Context: an optimization exercise on an open-source flow, tuned for small area, a short achievable clock period and few clock cycles. The choices shown serve that exercise and are no tape-out recipe. The RTL was checked by simulation tests, not by an equivalence proof against the original design. Power figures rest on the tool's default switching activity, not on a simulated workload.

==> 12-12: inputs <==
==> flow/design.v <==
module openlst_crc16 (
    input  wire [15:0] crc_in,
    input  wire [7:0]  data,
    output reg  [15:0] crc_out
);
    integer k;
    always @(*) begin
        crc_out = crc_in ^ {data, 8'h00};
        for (k = 0; k < 8; k = k + 1) begin
            if (crc_out[15])
                crc_out = {crc_out[14:0], 1'b0} ^ 16'h8005;
            else
                crc_out = {crc_out[14:0], 1'b0};
        end
    end
endmodule
module openlst_rf_rx #(
    parameter [7:0] SUBSYS_RADIO = 8'h01
) (
    input  wire        clk,
    input  wire        rst,
    input  wire [15:0] self_id,
    input  wire        fwd_en,
    input  wire        rx_valid,
    input  wire [7:0]  rx_data,
    output wire        rx_ready,
    output reg         pay_valid,
    output wire [7:0]  pay_data,
    output reg         res_valid,
    output reg  [1:0]  res_status,
    output reg  [1:0]  res_route,
    output wire [7:0]  res_len,
    output wire [15:0] res_dev_id,
    output wire [15:0] res_seq,
    output wire [7:0]  res_subsys,
    output wire [7:0]  res_opcode,
    output wire        res_fbit,
    output reg  [31:0] cnt_good,
    output reg  [31:0] cnt_rej_crc,
    output reg  [31:0] cnt_rej_other
);
    localparam [1:0] ST_GOOD  = 2'd0;
    localparam [1:0] ST_CRC   = 2'd1;
    localparam [1:0] ST_SHORT = 2'd2;
    localparam [1:0] RT_DROP  = 2'd0;
    localparam [1:0] RT_LOCAL = 2'd1;
    localparam [1:0] RT_FWD   = 2'd2;
    reg  [7:0]  rem;         
    reg  [2:0]  hdr;         
    reg  [7:0]  rd;          
    reg         f_first;     
    reg         f_crc;       
    reg         f_clo;       
    reg         f_last;      
    reg         fbit;
    reg  [15:0] seq;
    reg  [7:0]  subsys;
    reg  [7:0]  opcode;
    reg  [15:0] dev_id;
    wire        first = (rem == 8'd0);
    wire        r_ge5 = (rem[7:3] != 5'd0) || (rem[2:0] >= 3'd5);
    assign rx_ready = 1'b1;
    assign pay_data = rd;
    always @(posedge clk) begin
        rd <= rx_data;
        if (rst) begin
            rem       <= 8'd0;
            pay_valid <= 1'b0;
            f_first   <= 1'b0;
            f_crc     <= 1'b0;
            f_clo     <= 1'b0;
            f_last    <= 1'b0;
        end else begin
            pay_valid <= rx_valid && !first && (hdr == 3'd6) && r_ge5;
            f_first   <= rx_valid && first;
            f_crc     <= rx_valid && !first && r_ge5;
            f_clo     <= rx_valid && !first && (rem == 8'd2);
            f_last    <= rx_valid && (first ? (rx_data == 8'd0) : (rem == 8'd1));
            if (rx_valid) begin
                if (first) begin
                    rem <= rx_data;
                    hdr <= 3'd1;
                end else begin
                    rem <= rem - 8'd1;
                    if (hdr != 3'd6)
                        hdr <= hdr + 3'd1;
                    if (hdr == 3'd1) fbit        <= rx_data[6];
                    if (hdr == 3'd2) seq[7:0]    <= rx_data;
                    if (hdr == 3'd3) seq[15:8]   <= rx_data;
                    if (hdr == 3'd4) subsys      <= rx_data;
                    if (hdr == 3'd5) opcode      <= rx_data;
                    if (rem == 8'd4) dev_id[7:0]  <= rx_data;
                    if (rem == 8'd3) dev_id[15:8] <= rx_data;
                end
            end
        end
    end
    reg  [15:0] crc;         
    reg  [7:0]  lm3;         
    reg         long_pkt;    
    reg         lo_ok;       
    wire [15:0] crc_step;
    openlst_crc16 u_crc (.crc_in(crc | {16{f_first}}), .data(rd), .crc_out(crc_step));
    wire        short_pkt = f_first || !long_pkt;
    wire        crc_ok    = lo_ok && (rd == crc[15:8]);
    wire        addr_match = (subsys == SUBSYS_RADIO) &&
                             ((dev_id == self_id) || (dev_id == 16'hFFFF));
    assign res_len    = lm3;
    assign res_dev_id = dev_id;
    assign res_seq    = seq;
    assign res_subsys = subsys;
    assign res_opcode = opcode;
    assign res_fbit   = fbit;
    always @(posedge clk) begin
        if (f_first || f_crc)
            crc <= crc_step;
        if (f_first) begin
            lm3      <= rd - 8'd3;
            long_pkt <= (rd >= 8'd9);
        end
        if (f_clo)
            lo_ok <= (rd == crc[7:0]);
        if (f_last) begin
            res_status <= short_pkt ? ST_SHORT : (crc_ok ? ST_GOOD : ST_CRC);
            res_route  <= addr_match ? RT_LOCAL : (fwd_en ? RT_FWD : RT_DROP);
        end
        if (rst) begin
            res_valid     <= 1'b0;
            cnt_good      <= 32'd0;
            cnt_rej_crc   <= 32'd0;
            cnt_rej_other <= 32'd0;
        end else begin
            res_valid <= f_last;
            if (f_last) begin
                if (short_pkt)
                    cnt_rej_other <= cnt_rej_other + 32'd1;
                else if (!crc_ok)
                    cnt_rej_crc <= cnt_rej_crc + 32'd1;
                else
                    cnt_good <= cnt_good + 32'd1;
            end
        end
    end
endmodule
module openlst_rf_tx (
    input  wire        clk,
    input  wire        rst,
    input  wire        tx_valid,
    input  wire [7:0]  tx_data,
    input  wire        tx_fbit,
    output reg         tx_ready,
    output reg         pkt_valid,
    output reg  [7:0]  pkt_data,
    input  wire        pkt_ready,
    output reg  [31:0] cnt_sent
);
    localparam [3:0] T_M    = 4'd0;    
    localparam [3:0] T_D0   = 4'd1;    
    localparam [3:0] T_D1   = 4'd2;    
    localparam [3:0] T_BODY = 4'd3;    
    localparam [3:0] T_FD0  = 4'd4;    
    localparam [3:0] T_FD1  = 4'd5;    
    localparam [3:0] T_CL   = 4'd6;    
    localparam [3:0] T_CH   = 4'd7;    
    localparam [3:0] T_DROP = 4'd8;    
    reg  [3:0]  state;
    reg         have_m;      
    reg  [7:0]  remain;      
    reg         fbit;
    reg  [15:0] dev_id;
    reg  [15:0] crc;
    reg         c_init;      
    reg         c_step;      
    reg         pkt_last;    
    reg         s_full;      
    reg  [7:0]  s_data;
    reg         s_fbit;
    wire        out_free = !pkt_valid || pkt_ready;
    wire        take     = tx_valid && tx_ready;
    wire        h_valid  = s_full || take;
    wire [7:0]  h_data   = s_full ? s_data : tx_data;
    wire        h_fbit   = s_full ? s_fbit : tx_fbit;
    wire        big      = (remain > 8'd252);
    reg         pop;         
    reg         load;        
    reg  [7:0]  out_byte;
    always @(*) begin
        pop      = 1'b0;
        load     = 1'b0;
        out_byte = h_data;
        case (state)
            T_M, T_DROP: pop = h_valid;
            T_D0: begin
                pop      = h_valid && out_free;
                load     = pop;
                out_byte = remain + 8'd3;
            end
            T_D1: begin
                pop      = h_valid && out_free;
                load     = pop;
                out_byte = {1'b0, fbit, 6'b0};
            end
            T_BODY: begin
                pop      = h_valid && out_free;
                load     = pop;
            end
            T_FD0: begin
                pop      = h_valid && !have_m;
                load     = out_free;
                out_byte = dev_id[7:0];
            end
            T_FD1: begin
                pop      = h_valid && !have_m;
                load     = out_free;
                out_byte = dev_id[15:8];
            end
            T_CL: begin
                pop      = h_valid && !have_m;
                load     = out_free;
                out_byte = crc[7:0];
            end
            default: begin    
                load     = out_free;
                out_byte = crc[15:8];
            end
        endcase
    end
    wire [15:0] crc_step;
    openlst_crc16 u_crc (.crc_in(crc | {16{c_init}}), .data(pkt_data), .crc_out(crc_step));
    always @(posedge clk) begin
        if (c_init || c_step)
            crc <= crc_step;
        c_init <= load && (state == T_D0);
        c_step <= load && (state == T_D1 || state == T_BODY);
        if (load) begin
            pkt_data <= out_byte;
            pkt_last <= (state == T_CH);
        end
        if (!s_full)
            s_data <= tx_data;
        if (!s_full)
            s_fbit <= tx_fbit;
        if (rst) begin
            state     <= T_M;
            have_m    <= 1'b0;
            pkt_valid <= 1'b0;
            s_full    <= 1'b0;
            tx_ready  <= 1'b1;
            cnt_sent  <= 32'd0;
        end else begin
            if (pkt_valid && pkt_ready && pkt_last)
                cnt_sent <= cnt_sent + 32'd1;
            if (load)
                pkt_valid <= 1'b1;
            else if (pkt_ready)
                pkt_valid <= 1'b0;
            s_full   <= h_valid && !pop;
            tx_ready <= !(h_valid && !pop);
            case (state)
                T_M: begin
                    if (pop) begin
                        remain <= h_data;
                        fbit   <= h_fbit;
                        state  <= (h_data > 8'd252) ? T_DROP : T_D0;
                    end
                end
                T_DROP, T_D0, T_D1, T_BODY: begin
                    if (pop) begin
                        remain <= remain - 8'd1;
                        if (state == T_D0) dev_id[7:0]  <= h_data;
                        if (state == T_D1) dev_id[15:8] <= h_data;
                        if (state == T_D0) state <= T_D1;
                        if (state == T_D1) state <= T_BODY;
                        if ((state == T_BODY || state == T_DROP) && remain == 8'd1)
                            state <= (state == T_BODY) ? T_FD0 : T_M;
                    end
                end
                default: begin    
                    if (pop) begin
                        remain <= h_data;
                        fbit   <= h_fbit;
                        have_m <= 1'b1;
                    end
                    if (load) begin
                        case (state)
                            T_FD0: state <= T_FD1;
                            T_FD1: state <= T_CL;
                            T_CL:  state <= T_CH;
                            default: begin
                                have_m <= 1'b0;
                                state  <= !have_m ? T_M : (big ? T_DROP : T_D0);
                            end
                        endcase
                    end
                end
            endcase
        end
    end
endmodule
module openlst_rf_codec (
    input  wire        clk,
    input  wire        rst,
    input  wire [15:0] self_id,
    input  wire        fwd_en,
    input  wire        rx_valid,
    input  wire [7:0]  rx_data,
    output wire        rx_ready,
    output wire        pay_valid,
    output wire [7:0]  pay_data,
    output wire        res_valid,
    output wire [1:0]  res_status,
    output wire [1:0]  res_route,
    output wire [7:0]  res_len,
    output wire [15:0] res_dev_id,
    output wire [15:0] res_seq,
    output wire [7:0]  res_subsys,
    output wire [7:0]  res_opcode,
    output wire        res_fbit,
    input  wire        tx_valid,
    input  wire [7:0]  tx_data,
    input  wire        tx_fbit,
    output wire        tx_ready,
    output wire        pkt_valid,
    output wire [7:0]  pkt_data,
    input  wire        pkt_ready,
    output wire [31:0] cnt_good,
    output wire [31:0] cnt_rej_crc,
    output wire [31:0] cnt_rej_other,
    output wire [31:0] cnt_sent
);
    openlst_rf_rx #(.SUBSYS_RADIO(8'h01)) u_rx (
        .clk(clk), .rst(rst), .self_id(self_id), .fwd_en(fwd_en),
        .rx_valid(rx_valid), .rx_data(rx_data), .rx_ready(rx_ready),
        .pay_valid(pay_valid), .pay_data(pay_data),
        .res_valid(res_valid), .res_status(res_status), .res_route(res_route),
        .res_len(res_len), .res_dev_id(res_dev_id), .res_seq(res_seq),
        .res_subsys(res_subsys), .res_opcode(res_opcode), .res_fbit(res_fbit),
        .cnt_good(cnt_good), .cnt_rej_crc(cnt_rej_crc), .cnt_rej_other(cnt_rej_other)
    );
    openlst_rf_tx u_tx (
        .clk(clk), .rst(rst),
        .tx_valid(tx_valid), .tx_data(tx_data), .tx_fbit(tx_fbit), .tx_ready(tx_ready),
        .pkt_valid(pkt_valid), .pkt_data(pkt_data), .pkt_ready(pkt_ready),
        .cnt_sent(cnt_sent)
    );
endmodule
==> flow/flow/run.sh <==
#!/bin/bash
# Standard layout, with the port buffers made from buf_2 cells.
set -euo pipefail
export BUFFER_PORTS_ARGS="-buffer_cell sky130_fd_sc_hd__buf_2"
bash standard.sh > flow_standard.log 2>&1
==> flow/standard.sh <==
#!/bin/bash
# synth_recipe.tcl (not shown) runs the flow's synth.tcl, then flattens the netlist and writes it again
# the make line also repeats each setting of config.mk as NAME=value (left out here)
make -C /OpenROAD-flow-scripts/flow DESIGN_CONFIG=/design/flow/config.mk WORK_HOME=/design/flow/orfs CLKGATE_MAP_FILE= SYNTH_SCRIPT=/design/flow/synth_recipe.tcl "${@:-finish}"
==> flow/config.mk <==
export PLATFORM = sky130hd
export DESIGN_NAME = openlst_rf_codec
export DESIGN_NICKNAME = openlst_rf_codec
export VERILOG_FILES = /design/flow/design.v
export SDC_FILE = /design/flow/constraint.sdc
export NUM_CORES = 4
export LEC_CHECK = 0
export CAP_MARGIN = 20
export CORE_MARGIN = 2
export CORE_UTILIZATION = 40
export PLACE_DENSITY = 0.6
export SETUP_SLACK_MARGIN = 3.3
export SLEW_MARGIN = 20
==> flow/constraint.sdc <==
create_clock -name core_clock -period 5.0 [get_ports {clk}]
set_input_delay 1.0000 -clock core_clock [delete_from_list [all_inputs] [get_ports {clk}]]
set_output_delay 1.0000 -clock core_clock [all_outputs]
set_load 0.01 [all_outputs]
==> inputs of 07-27, as changes to 12-12 <==
--- a/flow/design.v
+++ b/flow/design.v
@@ -52,4 +52,8 @@
     reg         f_crc;       
-    reg         f_clo;       
-    reg         f_last;      
+    reg         f_good;      
+    reg         f_bad;       
+    reg         f_short;     
+    reg         long_pkt;    
+    reg  [15:0] crc;         
+    reg         lo_ok;       
     reg         fbit;
@@ -60,2 +64,3 @@
     wire        first = (rem == 8'd0);
+    wire        crc_ok = lo_ok && (rx_data == crc[15:8]);
     wire        r_ge5 = (rem[7:3] != 5'd0) || (rem[2:0] >= 3'd5);
@@ -70,4 +75,5 @@
             f_crc     <= 1'b0;
-            f_clo     <= 1'b0;
-            f_last    <= 1'b0;
+            f_good    <= 1'b0;
+            f_bad     <= 1'b0;
+            f_short   <= 1'b0;
         end else begin
@@ -76,4 +82,5 @@
             f_crc     <= rx_valid && !first && r_ge5;
-            f_clo     <= rx_valid && !first && (rem == 8'd2);
-            f_last    <= rx_valid && (first ? (rx_data == 8'd0) : (rem == 8'd1));
+            f_short   <= rx_valid && (first ? (rx_data == 8'd0) : (rem == 8'd1) && !long_pkt);
+            f_good    <= rx_valid && !first && (rem == 8'd1) && long_pkt && crc_ok;
+            f_bad     <= rx_valid && !first && (rem == 8'd1) && long_pkt && !crc_ok;
             if (rx_valid) begin
@@ -81,2 +88,3 @@
                     rem <= rx_data;
+                    long_pkt <= (rx_data >= 8'd9);
                     hdr <= 3'd1;
@@ -93,2 +101,3 @@
                     if (rem == 8'd3) dev_id[15:8] <= rx_data;
+                    if (rem == 8'd2) lo_ok        <= (rx_data == crc[7:0]);
                 end
@@ -97,10 +106,6 @@
     end
-    reg  [15:0] crc;         
     reg  [7:0]  lm3;         
-    reg         long_pkt;    
-    reg         lo_ok;       
     wire [15:0] crc_step;
     openlst_crc16 u_crc (.crc_in(crc | {16{f_first}}), .data(rd), .crc_out(crc_step));
-    wire        short_pkt = f_first || !long_pkt;
-    wire        crc_ok    = lo_ok && (rd == crc[15:8]);
+    wire        f_last = f_good || f_bad || f_short;
     wire        addr_match = (subsys == SUBSYS_RADIO) &&
@@ -116,10 +121,6 @@
             crc <= crc_step;
-        if (f_first) begin
-            lm3      <= rd - 8'd3;
-            long_pkt <= (rd >= 8'd9);
-        end
-        if (f_clo)
-            lo_ok <= (rd == crc[7:0]);
+        if (f_first)
+            lm3 <= rd - 8'd3;
         if (f_last) begin
-            res_status <= short_pkt ? ST_SHORT : (crc_ok ? ST_GOOD : ST_CRC);
+            res_status <= {f_short, f_bad};
             res_route  <= addr_match ? RT_LOCAL : (fwd_en ? RT_FWD : RT_DROP);
@@ -133,10 +134,5 @@
             res_valid <= f_last;
-            if (f_last) begin
-                if (short_pkt)
-                    cnt_rej_other <= cnt_rej_other + 32'd1;
-                else if (!crc_ok)
-                    cnt_rej_crc <= cnt_rej_crc + 32'd1;
-                else
-                    cnt_good <= cnt_good + 32'd1;
-            end
+            if (f_short) cnt_rej_other <= cnt_rej_other + 32'd1;
+            if (f_bad)   cnt_rej_crc   <= cnt_rej_crc + 32'd1;
+            if (f_good)  cnt_good      <= cnt_good + 32'd1;
         end
@@ -174,5 +170,5 @@
     reg         pkt_last;    
-    reg         s_full;      
     reg  [7:0]  s_data;
     reg         s_fbit;
+    wire        s_full   = !tx_ready;
     wire        out_free = !pkt_valid || pkt_ready;
@@ -246,3 +242,2 @@
             pkt_valid <= 1'b0;
-            s_full    <= 1'b0;
             tx_ready  <= 1'b1;
@@ -256,3 +251,2 @@
                 pkt_valid <= 1'b0;
-            s_full   <= h_valid && !pop;
             tx_ready <= !(h_valid && !pop);
==> flow/flow/run.sh (replaced) <==
#!/bin/bash
# Standard layout, with the port buffers made from buf_1 cells.
set -euo pipefail
export BUFFER_PORTS_ARGS="-buffer_cell sky130_fd_sc_hd__buf_1"
bash standard.sh > flow_standard.log 2>&1
--- a/flow/config.mk
+++ b/flow/config.mk
@@ -9,5 +9,8 @@
 export CORE_MARGIN = 2
-export CORE_UTILIZATION = 40
-export PLACE_DENSITY = 0.6
-export SETUP_SLACK_MARGIN = 3.3
+export CORE_UTILIZATION = 70
+export CTS_BUF_LIST = sky130_fd_sc_hd__clkbuf_8 sky130_fd_sc_hd__clkbuf_16
+export CTS_CLUSTER_DIAMETER = 70
+export CTS_CLUSTER_SIZE = 20
+export PLACE_DENSITY = 0.8
+export SETUP_SLACK_MARGIN = 2.8
 export SLEW_MARGIN = 20
==> qor summary <==
Status: 12-12 no timing/DRC/antenna violations; 07-27 no timing/DRC/antenna violations
Clock buffers: 12-12 50; 07-27 20
Share of the synthesized area in compound gates (AO/OA/AOI/OAI): 12-12 6.29%; 07-27 5.64%
Count of filler cells inserted in the layout: 12-12 2552; 07-27 1187
Slew at the pin closest to its max-slew limit: 12-12 0.750 ns; 07-27 0.874 ns
Post-CTS Setup Inserts: 12-12 245; 07-27 2
Vias: 12-12 12.5k; 07-27 10.3k
Number of standard-cell rows in the floorplan: 12-12 68; 07-27 50
Multi-input comb cells: 12-12 956; 07-27 914
Parity-gate share of the synthesized area counting xor and xnor cells: 12-12 14.0%; 07-27 14.7%
Final weighted congestion of routability-driven global placement: 12-12 0.854; 07-27 0.890
Mux contribution to synthesized area: 12-12 1.52%; 07-27 1.67%
Sum of routed wire length over all layers: 12-12 43400 µm; 07-27 30500 µm
Number of stages on the worst hold path: 12-12 2; 07-27 1
Leakage power of the design: 12-12 9.13 nW; 07-27 5.22 nW
Area occupied by multi-input gates: 12-12 0.00751 mm²; 07-27 0.00599 mm²
Number of standard cells in the layout, taps in and fillers out: 12-12 2414; 07-27 1782
Met2 routing resource usage after global routing: 12-12 37.0%; 07-27 50.0%
Share of the cycle needed by the critical path after routing: 12-12 43.5%; 07-27 43.1%
Pwr/cell area: 12-12 329 mW/mm²; 07-27 428 mW/mm²
Testbench counts of 12-12, summed over its fixed seeds: cycles 102,794.
Testbench counts of 07-27, summed over its fixed seeds: cycles 102,794.

port drivers added, routing unchanged:
In the flow no input, the clock included, has a driving cell. The finished layouts below were timed again as built, in two steps.
Step 1 sets driving cells, clkbuf_16 on the clock port and buf_2 on the other inputs (assumed; they add their load-dependent delay and slew).
Step 2, shift: input delay + t, output delay - t, t = (earliest + latest rising clock arrival at the registers) / 2. This alone moves slack from input paths to output paths.
Three values: ideal ports, drivers, drivers and shift; two values: the first two.
| run | t (ns) | slack for setup (ns) | worst setup path after step 2 | clock arrival spread, ns |
|---|---|---|---|---|
| 12-12 | 0.562 | 2.823 / 2.822 / 2.537 | input to register | 0.021 / 0.020 |
| 07-27 | 0.542 | 2.843 / 2.798 / 2.410 | input to register | 0.021 / 0.020 |
After both steps setup and hold are still met in every run listed. The setup slack of 07-27, which loses most, moves by -0.045 ns with the drivers and by -0.433 ns with both steps.
